This design comes from an exercise in tuning for small area, a short achievable clock period and few clock cycles per item on the open sky130 flow, not from production work.
RTL that was checked went through simulation tests only; none was proved equivalent to the original.

==> trial 1 <==
==> flow/design.v <==
module pd_unit (
    input  wire        clk,
    input  wire        rst,           
    input  wire        req_valid,
    output wire        req_ready,
    input  wire        req_op,        
    input  wire [3:0]  req_width,     
    input  wire [63:0] req_value,     
    input  wire [71:0] req_field,     
    output reg         resp_valid,
    output wire [7:0]  resp_status,
    output wire [71:0] resp_field,    
    output wire [63:0] resp_value     
);
    localparam integer EB  = 8;                  
    localparam integer NCE = (64 + EB - 1) / EB;   
    localparam integer NCD = 6;                  
    localparam integer NC  = (NCE > NCD) ? NCE : NCD;
    localparam integer HW  = 4 * ((EB * 3 + 9) / 10);   
    wire width_bad = (req_width == 4'd0) || (req_width > 4'd9);
    reg [63:0] limit;
    always @(*) begin
        case (req_width)
            4'd1:    limit = 64'd100;
            4'd2:    limit = 64'd10000;
            4'd3:    limit = 64'd1000000;
            4'd4:    limit = 64'd100000000;
            4'd5:    limit = 64'd10000000000;
            4'd6:    limit = 64'd1000000000000;
            4'd7:    limit = 64'd100000000000000;
            4'd8:    limit = 64'd10000000000000000;
            default: limit = 64'd1000000000000000000;
        endcase
    end
    wire range_bad = (req_value >= limit);
    reg [17:0] dm;
    integer i;
    always @(*) begin
        for (i = 0; i < 18; i = i + 1)
            dm[i] = (i / 2 < req_width);
    end
    reg digit_bad;
    always @(*) begin
        digit_bad = 1'b0;
        for (i = 0; i < 18; i = i + 1)
            if (dm[i] && req_field[4*i +: 4] > 4'd9)
                digit_bad = 1'b1;
    end
    wire [2:0] fl_in = {width_bad, req_op ? digit_bad : range_bad, req_op};
    reg  [71:0]   fm;                 
    reg  [NC-1:0] nz;                 
    reg  [EB*NCE-1:0] vin;
    integer c;
    always @(*) begin
        vin = {{(EB*NCE-64){1'b0}}, req_value};
        for (i = 0; i < 18; i = i + 1)
            fm[4*i +: 4] = req_field[4*i +: 4] & {4{dm[i]}};
        nz = {NC{1'b0}};
        if (req_op) begin
            for (c = 0; c < NCD; c = c + 1)
                nz[c] = |fm[12*c +: 12];
        end else begin
            for (c = 0; c < NCE; c = c + 1)
                nz[c] = |vin[EB*c +: EB];
        end
    end
    wire [71:0] a_in = req_op ? fm : {8'd0, req_value};
    reg  [NC-1:0] lo_oh;
    reg           above;
    always @(*) begin
        above = 1'b0;
        lo_oh = {NC{1'b0}};
        for (c = NC - 1; c >= 1; c = c - 1) begin
            lo_oh[c-1] = nz[c] && !above;
            above      = above || nz[c];
        end
        lo_oh[0] = lo_oh[0] || !above;
    end
    reg  [71:0]   a;
    reg           a_v;       
    reg           a_first;   
    reg           a_hi;      
    reg  [NC-1:0] a_sel;     
    reg           a_op;
    reg  [2:0]    a_fl;      
    reg  [9:0]    ch_lo;     
    reg  [11:0]   ch_hi;     
    reg           ch_v;      
    reg           ch_op;
    reg           ch_first;  
    reg           ch_last;   
    reg  [2:0]    ch_fl;
    reg  [71:0]   b;
    reg  [2:0]    rfl;       
    assign req_ready = !a_v || a_sel[0];
    wire accept = req_valid && req_ready;
    wire [NC-1:0] hi_sel = a_hi ? {a_sel[NC-2:0], 1'b0} : {NC{1'b0}};
    reg  [11:0] lo_g, hi_g;           
    reg  [EB-1:0] lo_b, hi_b;         
    reg  [EB*NCE-1:0] av;
    always @(*) begin
        av = {{(EB*NCE-64){1'b0}}, a[63:0]};
        lo_g = 12'd0; hi_g = 12'd0; lo_b = {EB{1'b0}}; hi_b = {EB{1'b0}};
        for (c = 0; c < NCD; c = c + 1) begin
            lo_g = lo_g | (a[12*c +: 12] & {12{a_sel[c]}});
            hi_g = hi_g | (a[12*c +: 12] & {12{hi_sel[c]}});
        end
        for (c = 0; c < NCE; c = c + 1) begin
            lo_b = lo_b | (av[EB*c +: EB] & {EB{a_sel[c]}});
            hi_b = hi_b | (av[EB*c +: EB] & {EB{hi_sel[c]}});
        end
    end
    function [9:0] val3;              
        input [11:0] g;
        begin
            val3 = {g[11:8], 6'd0} + {1'b0, g[11:8], 5'd0} + {4'd0, g[11:8], 2'd0}
                 + {3'd0, g[7:4], 3'd0} + {5'd0, g[7:4], 1'b0} + {6'd0, g[3:0]};
        end
    endfunction
    function [71:0] dabble;
        input [71:0]   x;
        input [EB-1:0] bits;
        reg   [71:0] e, n;
        reg   [3:0]  dd;
        reg          cc;
        integer l, k;
        begin
            e = x;
            for (l = EB - 1; l >= 0; l = l - 1) begin
                for (k = 0; k < 18; k = k + 1) begin
                    dd = e[4*k +: 4];
                    cc = (k == 0) ? bits[l] : e[4*k-1];
                    n[4*k+3] = dd[2] | (dd[1] & (dd[0] | cc));
                    n[4*k+2] = cc ? dd[2] : (dd[1] & ~dd[0]);
                    n[4*k+1] = dd[0] & (cc ? ~dd[2] : ~dd[1]);
                    n[4*k]   = (cc ^ dd[1]) | dd[2];
                end
                e = n;
            end
            dabble = e;
        end
    endfunction
    wire [71:0] hi_full = dabble(72'd0, hi_b);
    wire [11:0] hi_e    = hi_full[11:0];
    wire [71:0] b_in     = ch_first ? {60'd0, ch_hi} : b;
    wire [71:0] enc_next = dabble(b_in, ch_lo[EB-1:0]);
    wire [59:0] bb = b_in[59:0];
    wire [59:0] dec_next = {bb[49:0], 10'd0} - {bb[55:0], 4'd0} - {bb[56:0], 3'd0}
                         + {50'd0, ch_lo};
    wire [71:0] b_next = ch_op ? {12'd0, dec_next} : enc_next;
    always @(posedge clk) begin
        b        <= b_next;
        ch_lo    <= a_op ? val3(lo_g) : {{(10-EB){1'b0}}, lo_b};
        ch_hi    <= a_op ? {2'd0, val3(hi_g)} : hi_e;
        ch_op    <= a_op;
        ch_first <= a_first;
        ch_last  <= a_sel[0];
        ch_fl    <= a_fl;
        rfl      <= ch_fl;
        if (accept) begin
            a     <= a_in;
            a_sel <= lo_oh;
            a_hi  <= above;
            a_op  <= req_op;
            a_fl  <= fl_in;
        end else begin
            a_sel <= {1'b0, a_sel[NC-1:1]};
        end
        if (rst) begin
            a_v        <= 1'b0;
            ch_v       <= 1'b0;
            resp_valid <= 1'b0;
        end else begin
            resp_valid <= ch_v && ch_last;
            ch_v       <= a_v;
            a_first    <= accept;
            if (accept)
                a_v <= 1'b1;
            else if (a_sel[0])
                a_v <= 1'b0;
        end
    end
    reg [71:0] bcd;
    reg [3:0]  qr;
    integer m;
    always @(*) begin
        for (m = 0; m < 18; m = m + 1) begin
            qr = b[4*m +: 4];
            bcd[4*m+3] = qr[3] & (qr[2] | (qr[1] & qr[0]));
            bcd[4*m+2] = qr[3] ? ~(qr[2] | (qr[1] & qr[0])) : qr[2];
            bcd[4*m+1] = qr[3] ? ((qr[1] ^ qr[0]) & ~qr[2]) : qr[1];
            bcd[4*m]   = qr[3] ? ~(qr[0] ^ qr[2]) : (qr[0] & ~qr[2]);
        end
    end
    wire       rop = rfl[0];
    wire [2:0] st  = rfl[2] ? 3'd6
                   : rop    ? (rfl[1] ? 3'd4 : 3'd0)
                   :          (rfl[1] ? 3'd5 : 3'd0);
    wire ok = (st == 3'd0);
    assign resp_status = {5'd0, st};
    assign resp_field  = (ok && !rop) ? bcd : 72'd0;
    assign resp_value  = (ok &&  rop) ? {4'd0, b[59:0]} : 64'd0;
endmodule
==> flow/run.sh <==
#!/bin/bash
# synth_recipe.tcl (not shown) runs the flow's synth.tcl, then flattens the netlist and writes it again
# the make line also repeats each setting of config.mk as NAME=value (left out here)
make -C /OpenROAD-flow-scripts/flow DESIGN_CONFIG=/design/flow/config.mk WORK_HOME=/design/flow/orfs CLKGATE_MAP_FILE= SYNTH_SCRIPT=/design/flow/synth_recipe.tcl finish
==> flow/config.mk <==
export PLATFORM = sky130hd
export DESIGN_NAME = pd_unit
export DESIGN_NICKNAME = pd_unit
export VERILOG_FILES = /design/flow/design.v
export SDC_FILE = /design/flow/constraint.sdc
export NUM_CORES = 4
export LEC_CHECK = 0
export ABC_AREA = 1
export CAP_MARGIN = 20
export CORE_MARGIN = 2
export CORE_UTILIZATION = 45
export SETUP_SLACK_MARGIN = 2.0
export SLEW_MARGIN = 20
==> flow/constraint.sdc <==
create_clock -name core_clock -period 6.0 [get_ports {clk}]
set_input_delay 1.2000 -clock core_clock [delete_from_list [all_inputs] [get_ports {clk}]]
set_output_delay 1.2000 -clock core_clock [all_outputs]
set_load 0.01 [all_outputs]
==> build 50 (differences from trial 1) <==
--- a/flow/design.v
+++ b/flow/design.v
@@ -20,17 +20,3 @@
     wire width_bad = (req_width == 4'd0) || (req_width > 4'd9);
-    reg [63:0] limit;
-    always @(*) begin
-        case (req_width)
-            4'd1:    limit = 64'd100;
-            4'd2:    limit = 64'd10000;
-            4'd3:    limit = 64'd1000000;
-            4'd4:    limit = 64'd100000000;
-            4'd5:    limit = 64'd10000000000;
-            4'd6:    limit = 64'd1000000000000;
-            4'd7:    limit = 64'd100000000000000;
-            4'd8:    limit = 64'd10000000000000000;
-            default: limit = 64'd1000000000000000000;
-        endcase
-    end
-    wire range_bad = (req_value >= limit);
+    wire big = (req_value >= 64'd1000000000000000000);
     reg [17:0] dm;
@@ -48,3 +34,3 @@
     end
-    wire [2:0] fl_in = {width_bad, req_op ? digit_bad : range_bad, req_op};
+    wire [2:0] fl_in = {width_bad, req_op ? digit_bad : big, req_op};
     reg  [71:0]   fm;                 
@@ -85,2 +71,3 @@
     reg  [2:0]    a_fl;      
+    reg  [3:0]    a_w;       
     reg  [9:0]    ch_lo;     
@@ -92,4 +79,6 @@
     reg  [2:0]    ch_fl;
+    reg  [3:0]    ch_w;
     reg  [71:0]   b;
     reg  [2:0]    rfl;       
+    reg  [3:0]    rw;        
     assign req_ready = !a_v || a_sel[0];
@@ -158,3 +147,5 @@
         ch_fl    <= a_fl;
+        ch_w     <= a_w;
         rfl      <= ch_fl;
+        rw       <= ch_w;
         if (accept) begin
@@ -165,2 +156,3 @@
             a_fl  <= fl_in;
+            a_w   <= req_width;
         end else begin
@@ -194,2 +186,10 @@
     end
+    reg over;
+    integer t;
+    always @(*) begin
+        over = 1'b0;
+        for (t = 1; t < 9; t = t + 1)
+            if ((|b[8*t +: 8]) && (t >= rw))
+                over = 1'b1;
+    end
     wire       rop = rfl[0];
@@ -197,3 +197,3 @@
                    : rop    ? (rfl[1] ? 3'd4 : 3'd0)
-                   :          (rfl[1] ? 3'd5 : 3'd0);
+                   :          ((rfl[1] || over) ? 3'd5 : 3'd0);
     wire ok = (st == 3'd0);
SETUP_SLACK_MARGIN = default   (was 2.0)
==> trial 88 (differences from trial 1) <==
==> flow/design.v, changed modules only <==
module pd_unit (
    input  wire        clk,
    input  wire        rst,           
    input  wire        req_valid,
    output wire        req_ready,
    input  wire        req_op,        
    input  wire [3:0]  req_width,     
    input  wire [63:0] req_value,     
    input  wire [71:0] req_field,     
    output reg         resp_valid,
    output wire [7:0]  resp_status,
    output wire [71:0] resp_field,    
    output wire [63:0] resp_value     
);
    localparam integer EB  = 8;                  
    localparam integer NCE = (64 + EB - 1) / EB;   
    localparam integer NCD = 6;                  
    localparam integer NC  = (NCE > NCD) ? NCE : NCD;
    localparam integer HW  = 4 * ((EB * 3 + 9) / 10);   
    wire width_bad = (req_width == 4'd0) || (req_width > 4'd9);
    reg [63:0] limit;
    always @(*) begin
        case (req_width)
            4'd1:    limit = 64'd100;
            4'd2:    limit = 64'd10000;
            4'd3:    limit = 64'd1000000;
            4'd4:    limit = 64'd100000000;
            4'd5:    limit = 64'd10000000000;
            4'd6:    limit = 64'd1000000000000;
            4'd7:    limit = 64'd100000000000000;
            4'd8:    limit = 64'd10000000000000000;
            default: limit = 64'd1000000000000000000;
        endcase
    end
    wire range_bad = (req_value >= limit);
    reg [17:0] dm;
    integer i;
    always @(*) begin
        for (i = 0; i < 18; i = i + 1)
            dm[i] = (i / 2 < req_width);
    end
    reg digit_bad;
    always @(*) begin
        digit_bad = 1'b0;
        for (i = 0; i < 18; i = i + 1)
            if (dm[i] && req_field[4*i +: 4] > 4'd9)
                digit_bad = 1'b1;
    end
    wire [2:0] st_in = width_bad ? 3'd6
                     : req_op    ? (digit_bad ? 3'd4 : 3'd0)
                     :             (range_bad ? 3'd5 : 3'd0);
    reg  [71:0]   fm;                 
    reg  [NC-1:0] nz;                 
    reg  [EB*NCE-1:0] vin;
    integer c;
    always @(*) begin
        vin = {{(EB*NCE-64){1'b0}}, req_value};
        for (i = 0; i < 18; i = i + 1)
            fm[4*i +: 4] = req_field[4*i +: 4] & {4{dm[i]}};
        nz = {NC{1'b0}};
        if (req_op) begin
            for (c = 0; c < NCD; c = c + 1)
                nz[c] = |fm[12*c +: 12];
        end else begin
            for (c = 0; c < NCE; c = c + 1)
                nz[c] = |vin[EB*c +: EB];
        end
    end
    wire [71:0] a_in = req_op ? fm : {8'd0, req_value};
    reg  [NC-1:0] lo_oh;
    reg           ab1, ab2;
    always @(*) begin
        ab1 = 1'b0;
        ab2 = 1'b0;
        lo_oh = {NC{1'b0}};
        for (c = NC - 1; c >= 2; c = c - 1) begin
            lo_oh[c-2] = nz[c] && !ab2;
            ab2        = ab2 || nz[c];
        end
        ab1 = ab2 || nz[1];
        lo_oh[0] = lo_oh[0] || !ab2;
    end
    reg  [71:0]   a;
    reg           a_v;       
    reg           a_first;   
    reg           a_h1;      
    reg           a_h2;      
    reg  [NC-1:0] a_sel;     
    reg           a_op;
    reg  [2:0]    a_st;      
    reg  [9:0]    c2_lo;     
    reg  [11:0]   c2_h2;     
    reg  [9:0]    c2_h1;
    reg           c2_v, c2_op, c2_first, c2_last;
    reg  [2:0]    c2_st;
    reg  [9:0]    c3_lo;     
    reg  [19:0]   c3_hi;     
    reg           c3_v, c3_op, c3_first, c3_last;
    reg  [2:0]    c3_st;
    reg  [71:0]   b;
    reg  [2:0]    rst_r;     
    reg           rfe;       
    reg           rfv;       
    assign req_ready = !a_v || a_sel[0];
    wire accept = req_valid && req_ready;
    wire [NC-1:0] h1_sel = a_h1 ? {a_sel[NC-2:0], 1'b0} : {NC{1'b0}};
    wire [NC-1:0] h2_sel = a_h2 ? {a_sel[NC-3:0], 2'b0} : {NC{1'b0}};
    reg  [11:0] lo_g, h1_g, h2_g;     
    reg  [EB-1:0] lo_b, h1_b, h2_b;   
    reg  [EB*NCE-1:0] av;
    always @(*) begin
        av = {{(EB*NCE-64){1'b0}}, a[63:0]};
        lo_g = 12'd0; h1_g = 12'd0; h2_g = 12'd0;
        lo_b = {EB{1'b0}}; h1_b = {EB{1'b0}}; h2_b = {EB{1'b0}};
        for (c = 0; c < NCD; c = c + 1) begin
            lo_g = lo_g | (a[12*c +: 12] & {12{a_sel[c]}});
            h1_g = h1_g | (a[12*c +: 12] & {12{h1_sel[c]}});
            h2_g = h2_g | (a[12*c +: 12] & {12{h2_sel[c]}});
        end
        for (c = 0; c < NCE; c = c + 1) begin
            lo_b = lo_b | (av[EB*c +: EB] & {EB{a_sel[c]}});
            h1_b = h1_b | (av[EB*c +: EB] & {EB{h1_sel[c]}});
            h2_b = h2_b | (av[EB*c +: EB] & {EB{h2_sel[c]}});
        end
    end
    function [9:0] val3;              
        input [11:0] g;
        begin
            val3 = {g[11:8], 6'd0} + {1'b0, g[11:8], 5'd0} + {4'd0, g[11:8], 2'd0}
                 + {3'd0, g[7:4], 3'd0} + {5'd0, g[7:4], 1'b0} + {6'd0, g[3:0]};
        end
    endfunction
    function [71:0] dabble;
        input [71:0]   x;
        input [EB-1:0] bits;
        reg   [71:0] e, n;
        reg   [3:0]  dd;
        reg          cc;
        integer l, k;
        begin
            e = x;
            for (l = EB - 1; l >= 0; l = l - 1) begin
                for (k = 0; k < 18; k = k + 1) begin
                    dd = e[4*k +: 4];
                    cc = (k == 0) ? bits[l] : e[4*k-1];
                    n[4*k+3] = dd[2] | (dd[1] & (dd[0] | cc));
                    n[4*k+2] = cc ? dd[2] : (dd[1] & ~dd[0]);
                    n[4*k+1] = dd[0] & (cc ? ~dd[2] : ~dd[1]);
                    n[4*k]   = (cc ^ dd[1]) | dd[2];
                end
                e = n;
            end
            dabble = e;
        end
    endfunction
    wire [71:0] h2_full = dabble(72'd0, h2_b);
    wire [11:0] h2_e    = h2_full[11:0];
    wire [71:0] hj_full = dabble({60'd0, c2_h2}, c2_h1[EB-1:0]);
    wire [19:0] hj_d    = {c2_h2[9:0], 10'd0} - {6'd0, c2_h2[9:0], 4'd0}
                        - {7'd0, c2_h2[9:0], 3'd0} + {10'd0, c2_h1};
    wire [71:0] b_in     = c3_first ? {52'd0, c3_hi} : b;
    wire [71:0] enc_next = dabble(b_in, c3_lo[EB-1:0]);
    wire [59:0] bb = b_in[59:0];
    wire [59:0] dec_next = {bb[49:0], 10'd0} - {bb[55:0], 4'd0} - {bb[56:0], 3'd0}
                         + {50'd0, c3_lo};
    wire [71:0] b_next = c3_op ? {12'd0, dec_next} : enc_next;
    always @(posedge clk) begin
        b        <= b_next;
        c2_lo    <= a_op ? val3(lo_g) : {{(10-EB){1'b0}}, lo_b};
        c2_h2    <= a_op ? {2'd0, val3(h2_g)} : h2_e;
        c2_h1    <= a_op ? val3(h1_g) : {{(10-EB){1'b0}}, h1_b};
        c2_op    <= a_op;
        c2_first <= a_first;
        c2_last  <= a_sel[0];
        c2_st    <= a_st;
        c3_lo    <= c2_lo;
        c3_hi    <= c2_op ? hj_d : hj_full[19:0];
        c3_op    <= c2_op;
        c3_first <= c2_first;
        c3_last  <= c2_last;
        c3_st    <= c2_st;
        rst_r    <= c3_st;
        rfe      <= (c3_st == 3'd0) && !c3_op;
        rfv      <= (c3_st == 3'd0) && c3_op;
        if (accept) begin
            a     <= a_in;
            a_sel <= lo_oh;
            a_h1  <= ab1;
            a_h2  <= ab2;
            a_op  <= req_op;
            a_st  <= st_in;
        end else begin
            a_sel <= {1'b0, a_sel[NC-1:1]};
        end
        if (rst) begin
            a_v        <= 1'b0;
            c2_v       <= 1'b0;
            c3_v       <= 1'b0;
            resp_valid <= 1'b0;
        end else begin
            resp_valid <= c3_v && c3_last;
            c3_v       <= c2_v;
            c2_v       <= a_v;
            a_first    <= accept;
            if (accept)
                a_v <= 1'b1;
            else if (a_sel[0])
                a_v <= 1'b0;
        end
    end
    reg [71:0] bcd;
    reg [3:0]  qr;
    integer m;
    always @(*) begin
        for (m = 0; m < 18; m = m + 1) begin
            qr = b[4*m +: 4];
            bcd[4*m+3] = qr[3] & (qr[2] | (qr[1] & qr[0]));
            bcd[4*m+2] = qr[3] ? ~(qr[2] | (qr[1] & qr[0])) : qr[2];
            bcd[4*m+1] = qr[3] ? ((qr[1] ^ qr[0]) & ~qr[2]) : qr[1];
            bcd[4*m]   = qr[3] ? ~(qr[0] ^ qr[2]) : (qr[0] & ~qr[2]);
        end
    end
    assign resp_status = {5'd0, rst_r};
    assign resp_field  = rfe ? bcd : 72'd0;
    assign resp_value  = rfv ? {4'd0, b[59:0]} : 64'd0;
endmodule
SETUP_SLACK_MARGIN = 2.2   (was 2.0)
==> qor summary <==
| quantity | build 50 | trial 1 | trial 88 |
|---|---|---|---|
| Wire length after detailed routing | 92.9 mm | 94.4 mm | 121 mm |
| Layout non-clock buf frac | 9.63% | 11.3% | 10.5% |
| Clk latency of the worst-skew pair | 500 ps | 520 ps | 640 ps |
| Worst Min Path Start | ch_fl[1]$_DFF_P_ | ch_fl[1]$_DFF_P_ | c2_lo[3]$_DFF_P_ |
| Worst setup EP type | primary output | primary output | flip-flop |
| Area share of fa/ha/maj cells after synthesis | 13.4% | 15.0% | 15.1% |
| Maximum number of pins on one net before global-route repair | 53 | 65 | 67 |
| Worst-path cell with the longest stage delay | clkdlybuf4s50_1 | clkdlybuf4s50_1 | dfxtp_4 |
| Max transition margin | 42.5% | 29.8% | 33.8% |
| Post-CTS resize count | 0 | 74 | 256 |
| TritonCTS sink count | 199 | 187 | 238 |
| Synth top area share | 18.1% | 17.5% | 18.2% |
| Storage element area | 4800 µm² | 4530 µm² | 5590 µm² |
| Tcrit/Tclk final | 86.3% | 64.5% | 63.9% |
| Total buffers and inverters traversed by the critical path | 3 | 3 | 6 |
| Die area | 60200 µm² | 61100 µm² | 73000 µm² |
| Status | no timing/DRC/antenna violations | no timing/DRC/antenna violations | no timing/DRC/antenna violations |
| Buffer levels on the longest clock path | 2 | 2 | 3 |
| Total vias in the final route | 28.7k | 29.6k | 35.9k |
Testbench counts of trial 1, summed over its fixed seeds: cycles 4,143, items 2,400.
Testbench counts of trial 88, summed over its fixed seeds: cycles 3,109, items 2,400.
Only the layout flow was run in build 50; the RTL was not checked for function there.

==> re-timing with driven ports <==
In the flow no input, the clock included, has a driving cell. The finished layouts below were timed again as built, in two steps.
Step 1 assumes that a clkbuf_16 drives the clock port and a buf_2 every other input.
Step 2 adds t to the input delays and takes it off the output delays; t is the mean of the earliest and latest rising clock arrival at the registers after step 1. Input paths then give back, and output paths get back, about the clock's delay inside the block.
a / b / c = no drivers / after step 1 / after step 2; a / b = the first two.
run	t, ns	slack for setup (ns)	worst setup path after step 2	worst register clock-pin slew, ns	worst data-port slew with drivers (ns)
trial 1	0.571	2.128 / 2.070 / 1.726	input to register	0.10 / 0.10	0.05
build 50	0.558	0.822 / 0.762 / 0.835	register to register	0.10 / 0.10	0.08
trial 88	0.673	2.166 / 2.166 / 1.774	input to register	0.07 / 0.07	0.06
After both steps setup and hold are still met in every run listed. The setup slack of trial 1, which loses most, moves by -0.058 ns with the drivers and by -0.402 ns with both steps.
